This is an optimization exercise on Yosys and OpenROAD, whose aim is small area and a short achievable clock period, not a production implementation. Where RTL was checked, it was by simulation tests only, not by an equivalence proof against the original.

## red
## tdma_mac_dp
module tdma_mac_dp (
    input  wire        clk,
    input  wire        rst,             
    input  wire        cap_valid,       
    input  wire [15:0] cap_value,
    input  wire        upd_valid,       
    input  wire        active_pll,      
    input  wire        period_wr,       
    input  wire [15:0] period_wr_value,
    input  wire [1:0]  ring_idx,        
    output wire [15:0] ring_word,
    output reg  [15:0] period,
    output wire [15:0] last_beacon_time,
    output wire [2:0]  ring_count,
    output reg  [1:0]  ring_cursor,
    input  wire        slot_wr,         
    input  wire [1:0]  slot_wr_idx,
    input  wire [7:0]  slot_wr_data,
    input  wire [7:0]  num_clients,
    input  wire [15:0] short_addr,
    input  wire [7:0]  local_in,
    input  wire        build_beacon,    
    input  wire        build_response,  
    input  wire        upload,          
    input  wire [4:0]  stage_idx,       
    output reg  [7:0]  stage_byte,
    output wire [7:0]  tx_len,
    output reg  [7:0]  seq_no
);
    reg [15:0] s0, s1, s2, s3;    
    reg        full;              
    assign last_beacon_time = s0;
    assign ring_count       = {full, ring_cursor & {2{~full}}};
    wire [1:0] rsel = ring_cursor + ~ring_idx;    
    assign ring_word = (rsel == 2'd0) ? s0 :
                       (rsel == 2'd1) ? s1 :
                       (rsel == 2'd2) ? s2 : s3;
    always @(posedge clk) begin
  ...
==> module tdma_mac_dp, before the edit <==
module tdma_mac_dp (
    input  wire        clk,
    input  wire        rst,             
    input  wire        cap_valid,       
    input  wire [15:0] cap_value,
    input  wire        upd_valid,       
    input  wire        active_pll,      
    input  wire        period_wr,       
    input  wire [15:0] period_wr_value,
    input  wire [1:0]  ring_idx,        
    output wire [15:0] ring_word,
    output reg  [15:0] period,
    output wire [15:0] last_beacon_time,
    output wire [2:0]  ring_count,
    output reg  [1:0]  ring_cursor,
    input  wire        slot_wr,         
    input  wire [1:0]  slot_wr_idx,
    input  wire [7:0]  slot_wr_data,
    input  wire [7:0]  num_clients,
    input  wire [15:0] short_addr,
    input  wire [7:0]  local_in,
    input  wire        build_beacon,    
    input  wire        build_response,  
    input  wire        upload,          
    input  wire [4:0]  stage_idx,       
    output reg  [7:0]  stage_byte,
    output wire [7:0]  tx_len,
    output reg  [7:0]  seq_no
);
    reg [15:0] s0, s1, s2, s3;    
    reg        full;              
    assign last_beacon_time = s0;
    assign ring_count       = {full, ring_cursor & {2{~full}}};
    wire [1:0] rsel = ring_cursor + ~ring_idx;    
    assign ring_word = (rsel == 2'd0) ? s0 :
                       (rsel == 2'd1) ? s1 :
                       (rsel == 2'd2) ? s2 : s3;
    always @(posedge clk) begin
        if (cap_valid) begin
            s1 <= s0;
            s2 <= s1;
            s3 <= s2;
        end
    end
    always @(posedge clk) begin
        if (rst) begin
            s0          <= 16'd0;
            ring_cursor <= 2'd0;
            full        <= 1'b0;
        end else if (cap_valid) begin
            s0          <= cap_value;
            ring_cursor <= ring_cursor + 2'd1;
            if (ring_cursor == 2'd3)
                full <= 1'b1;
        end
    end
    function [31:0] bk;
        input [31:0] a;
        input [31:0] b;
        input        ci;
        reg   [31:0] g, p, x;
        integer s, i;
        begin
            x = a ^ b;
            g = a & b;
            p = x;
            g[0] = g[0] | (p[0] & ci);
            for (s = 1; s < 32; s = s * 2)
                for (i = 2 * s - 1; i < 32; i = i + 2 * s) begin
                    g[i] = g[i] | (p[i] & g[i - s]);
                    p[i] = p[i] & p[i - s];
                end
            for (s = 8; s >= 1; s = s / 2)
                for (i = 3 * s - 1; i < 32; i = i + 2 * s) begin
                    g[i] = g[i] | (p[i] & g[i - s]);
                    p[i] = p[i] & p[i - s];
                end
            bk = x ^ {g[30:0], ci};
        end
    endfunction
    function [15:0] div5;
        input [18:0] w;
        reg   [2:0]  r;
        reg          b;
        integer i;
        begin
            r = w[18:16];
            for (i = 15; i >= 0; i = i - 1) begin
                b = w[i];
                div5[i] = r[2] | (r[1] & (r[0] | b));
                r = {(r[1] & ~r[0] & ~b) | (r[2] & b),
                     (~r[1] & r[0]) | (r[1] & r[0] & b) | (r[2] & ~b),
                     (~r[1] & ~r[2] & b) | (r[1] & r[0] & ~b) | (r[2] & ~b)};
            end
        end
    endfunction
    function [63:0] csa;
        input [31:0] a;
        input [31:0] b;
        input [31:0] c;
        begin
            csa[31:0]  = a ^ b ^ c;
            csa[63:32] = {(a[30:0] & b[30:0]) | (a[30:0] & c[30:0]) | (b[30:0] & c[30:0]), 1'b0};
        end
    endfunction
    wire [31:0] d32  = bk({16'd0, s0}, {16'd0, ~s1}, 1'b1);
    wire [15:0] d    = d32[15:0];
    wire [63:0] c1   = csa({16'd0, period}, {15'd0, period, 1'b0}, {12'd0, period, 4'd0});
    wire [63:0] c2   = csa(c1[31:0], c1[63:32], {16'd0, d});
    wire [31:0] x    = bk(c2[31:0], c2[63:32], 1'b0);
    wire [15:0] ema_period = div5(x[20:2]);
    wire [15:0] pll_period = {2'b00, d[15:2]};
    always @(posedge clk) begin
        if (rst)
            period <= 16'd0;
        else if (period_wr)
            period <= period_wr_value;
        else if (upd_valid && (full || ring_cursor[1]))
            period <= active_pll ? pll_period : ema_period;
    end
    reg [7:0]  slot0, slot1, slot2;
    reg [7:0]  st_s0, st_s1, st_s2;    
    reg [15:0] st_56;                  
    reg [15:0] st_78;                  
    reg [7:0]  st_z;                   
    reg        len_nz;                 
    reg        len_b;                  
    assign tx_len = {3'b000, len_nz, len_b, 2'b00, len_b};
    always @(posedge clk) begin
        if (rst) begin
            slot0 <= 8'd0;
            slot1 <= 8'd0;
            slot2 <= 8'd0;
        end else if (slot_wr) begin
            if (slot_wr_idx == 2'd0) slot0 <= slot_wr_data;
            if (slot_wr_idx == 2'd1) slot1 <= slot_wr_data;
            if (slot_wr_idx == 2'd2) slot2 <= slot_wr_data;
        end
    end
    always @(posedge clk) begin
        if (build_beacon) begin
            st_s0 <= slot0;
            st_s1 <= slot1;
            st_s2 <= slot2;
        end
        if (build_beacon || build_response) begin
            st_56 <= build_beacon ? short_addr : 16'h0001;
            st_78 <= build_beacon ? period : short_addr;
            st_z  <= build_beacon ? num_clients : local_in;
        end
    end
    always @(posedge clk) begin
        if (rst) begin
            len_nz <= 1'b0;
            len_b  <= 1'b0;
            seq_no <= 8'd0;
        end else if (build_beacon || build_response) begin
            len_nz <= 1'b1;
            len_b  <= build_beacon;
            seq_no <= seq_no + 8'd1;
        end else if (upload) begin
            len_nz <= 1'b0;
            len_b  <= 1'b0;
        end
    end
    wire [7:0] st_seq = seq_no - 8'd1;
    always @(*) begin
        case (stage_idx)
            5'd0:    stage_byte = len_b ? 8'h00 : 8'h41;
            5'd1:    stage_byte = len_b ? 8'h80 : 8'h88;
            5'd2:    stage_byte = st_seq;
            5'd3:    stage_byte = 8'hEF;
            5'd4:    stage_byte = 8'hBE;
            5'd5:    stage_byte = st_56[7:0];
            5'd6:    stage_byte = st_56[15:8];
            5'd7:    stage_byte = st_78[7:0];
            5'd8:    stage_byte = st_78[15:8];
            5'd9:    stage_byte = len_b ? st_z : 8'h04;
            5'd10:   stage_byte = len_b ? 8'h00 : st_z;
            5'd11:   stage_byte = len_b ? st_s0 : 8'h00;
            5'd15:   stage_byte = len_b ? st_s1 : 8'h00;
            5'd19:   stage_byte = st_s2;
            default: stage_byte = 8'h00;
        endcase
    end
endmodule
export LEC_CHECK = 0
export ABC_AREA = 1
export CAP_MARGIN = 20
export CORE_MARGIN = 2
export CORE_UTILIZATION = 30
export CTS_BUF_LIST = sky130_fd_sc_hd__clkbuf_4 sky130_fd_sc_hd__clkbuf_8
export SLEW_MARGIN = 20
create_clock -name core_clock -period 20.0 [get_ports {clk}]
standard.sh (not shown) runs the stock make flow with config.mk's settings and CLKGATE_MAP_FILE= SYNTH_SCRIPT=/design/flow/synth_recipe.tcl, a recipe that flattens the netlist after the stock synthesis.
==> flow/flow/run.sh <==
#!/bin/bash
# Standard ORFS layout (standard.sh) with small port buffers and a tighter
# setup-repair target; make's full output goes to make_finish.log.
set -euo pipefail
bash standard.sh SETUP_SLACK_MARGIN=10.5 "BUFFER_PORTS_ARGS=-buffer_cell sky130_fd_sc_hd__buf_1" finish > make_finish.log 2>&1
red completed every stage of the flow, and the final layout passed the timing, DRC and antenna checks.
Changes in blue relative to red:
--- a/flow/design.v
+++ b/flow/design.v
@@ -32,8 +32,10 @@
     assign last_beacon_time = s0;
     assign ring_count       = {full, ring_cursor & {2{~full}}};
-    wire [1:0] rsel = ring_cursor + ~ring_idx;    
-    assign ring_word = (rsel == 2'd0) ? s0 :
-                       (rsel == 2'd1) ? s1 :
-                       (rsel == 2'd2) ? s2 : s3;
+    wire [1:0] t0 = ring_cursor - 2'd1, t1 = ring_cursor - 2'd2,
+               t2 = ring_cursor - 2'd3, t3 = ring_cursor;
+    wire h0 = (ring_idx == t0), h1 = (ring_idx == t1),
+         h2 = (ring_idx == t2), h3 = (ring_idx == t3);
+    assign ring_word = ({16{h0}} & s0) | ({16{h1}} & s1) |
+                       ({16{h2}} & s2) | ({16{h3}} & s3);
     always @(posedge clk) begin
         if (cap_valid) begin
@@ -165,22 +167,19 @@
     end
     wire [7:0] st_seq = seq_no - 8'd1;
+    wire [7:0] d0  = len_b ? 8'h00 : 8'h41;
+    wire [7:0] d1  = len_b ? 8'h80 : 8'h88;
+    wire [7:0] d9  = len_b ? st_z : 8'h04;
+    wire [7:0] d10 = len_b ? 8'h00 : st_z;
+    wire [7:0] d11 = len_b ? st_s0 : 8'h00;
+    wire [7:0] d15 = len_b ? st_s1 : 8'h00;
+    wire [31:0] sel = 32'd1 << stage_idx;
     always @(*) begin
-        case (stage_idx)
-            5'd0:    stage_byte = len_b ? 8'h00 : 8'h41;
-            5'd1:    stage_byte = len_b ? 8'h80 : 8'h88;
-            5'd2:    stage_byte = st_seq;
-            5'd3:    stage_byte = 8'hEF;
-            5'd4:    stage_byte = 8'hBE;
-            5'd5:    stage_byte = st_56[7:0];
-            5'd6:    stage_byte = st_56[15:8];
-            5'd7:    stage_byte = st_78[7:0];
-            5'd8:    stage_byte = st_78[15:8];
-            5'd9:    stage_byte = len_b ? st_z : 8'h04;
-            5'd10:   stage_byte = len_b ? 8'h00 : st_z;
-            5'd11:   stage_byte = len_b ? st_s0 : 8'h00;
-            5'd15:   stage_byte = len_b ? st_s1 : 8'h00;
-            5'd19:   stage_byte = st_s2;
-            default: stage_byte = 8'h00;
-        endcase
+        stage_byte = ({8{sel[0]}}  & d0)          | ({8{sel[1]}}  & d1)          |
+                     ({8{sel[2]}}  & st_seq)      | ({8{sel[3]}}  & 8'hEF)       |
+                     ({8{sel[4]}}  & 8'hBE)       | ({8{sel[5]}}  & st_56[7:0])  |
+                     ({8{sel[6]}}  & st_56[15:8]) | ({8{sel[7]}}  & st_78[7:0])  |
+                     ({8{sel[8]}}  & st_78[15:8]) | ({8{sel[9]}}  & d9)          |
+                     ({8{sel[10]}} & d10)         | ({8{sel[11]}} & d11)         |
+                     ({8{sel[15]}} & d15)         | ({8{sel[19]}} & st_s2);
     end
 endmodule
## What came out
Compared with red, blue shows a final standard cell area without fillers that is 3.2% lower.
The master of the slowest instance on the critical path comes out sky130_fd_sc_hd__a2111o_1 in one run and sky130_fd_sc_hd__or2_4 in the other, namely in blue and red respectively.
The count of buffers not belonging to the clock network in the layout of blue is lower than that of red.
Compared with red, in blue chip width dropped about 0.55%; cell count dropped 30.
Measured against each other, red and blue differ in minimum clock period after layout, the lower figure coming from blue.
Worst-case clock skew: red and blue compared, higher one is blue
Measured against each other, red and blue differ in buffering overhead, the lower figure coming from blue.
Per the comparison of blue with red, wire length reported by the detailed router went down by about 0.6%, effective utilization at floorplan went up by 0.31 points, sequential share of layout area went up by 1.2 points, largest driver fanout on the critical path was more or less identical.
As far as maximum buffer depth of the clock tree goes, red and blue are indistinguishable; the numbers are identical.
Function not checked in blue: the RTL went through the layout flow alone.

## port drivers added, routing unchanged
No port has a modelled driver above. Below, the same layouts with a new extraction and two added sets of constraints.
Step 1 assumes that a clkbuf_16 drives the clock port and a buf_2 every other input.
Step 2, shift: input delay + t, output delay - t, t = (earliest + latest rising clock arrival at the registers) / 2. This alone moves slack from input paths to output paths.
Three values: ideal ports, drivers, drivers and shift; two values: the first two.
run | t (ns) | slack for setup (ns) | worst setup path after step 2 | slew at the worst register clock pin (ns) | cell pins on the clock port's net
red | 0.510 | 10.223 / 10.201 / 10.201 | input to output | 0.11 / 0.11 | 1
blue | 0.514 | 10.551 / 10.528 / 10.528 | input to output | 0.11 / 0.11 | 1
After both steps setup and hold are still met in every run listed. For blue, which loses most, drivers alone change the setup slack by -0.023 ns; drivers and shift together by -0.023 ns.
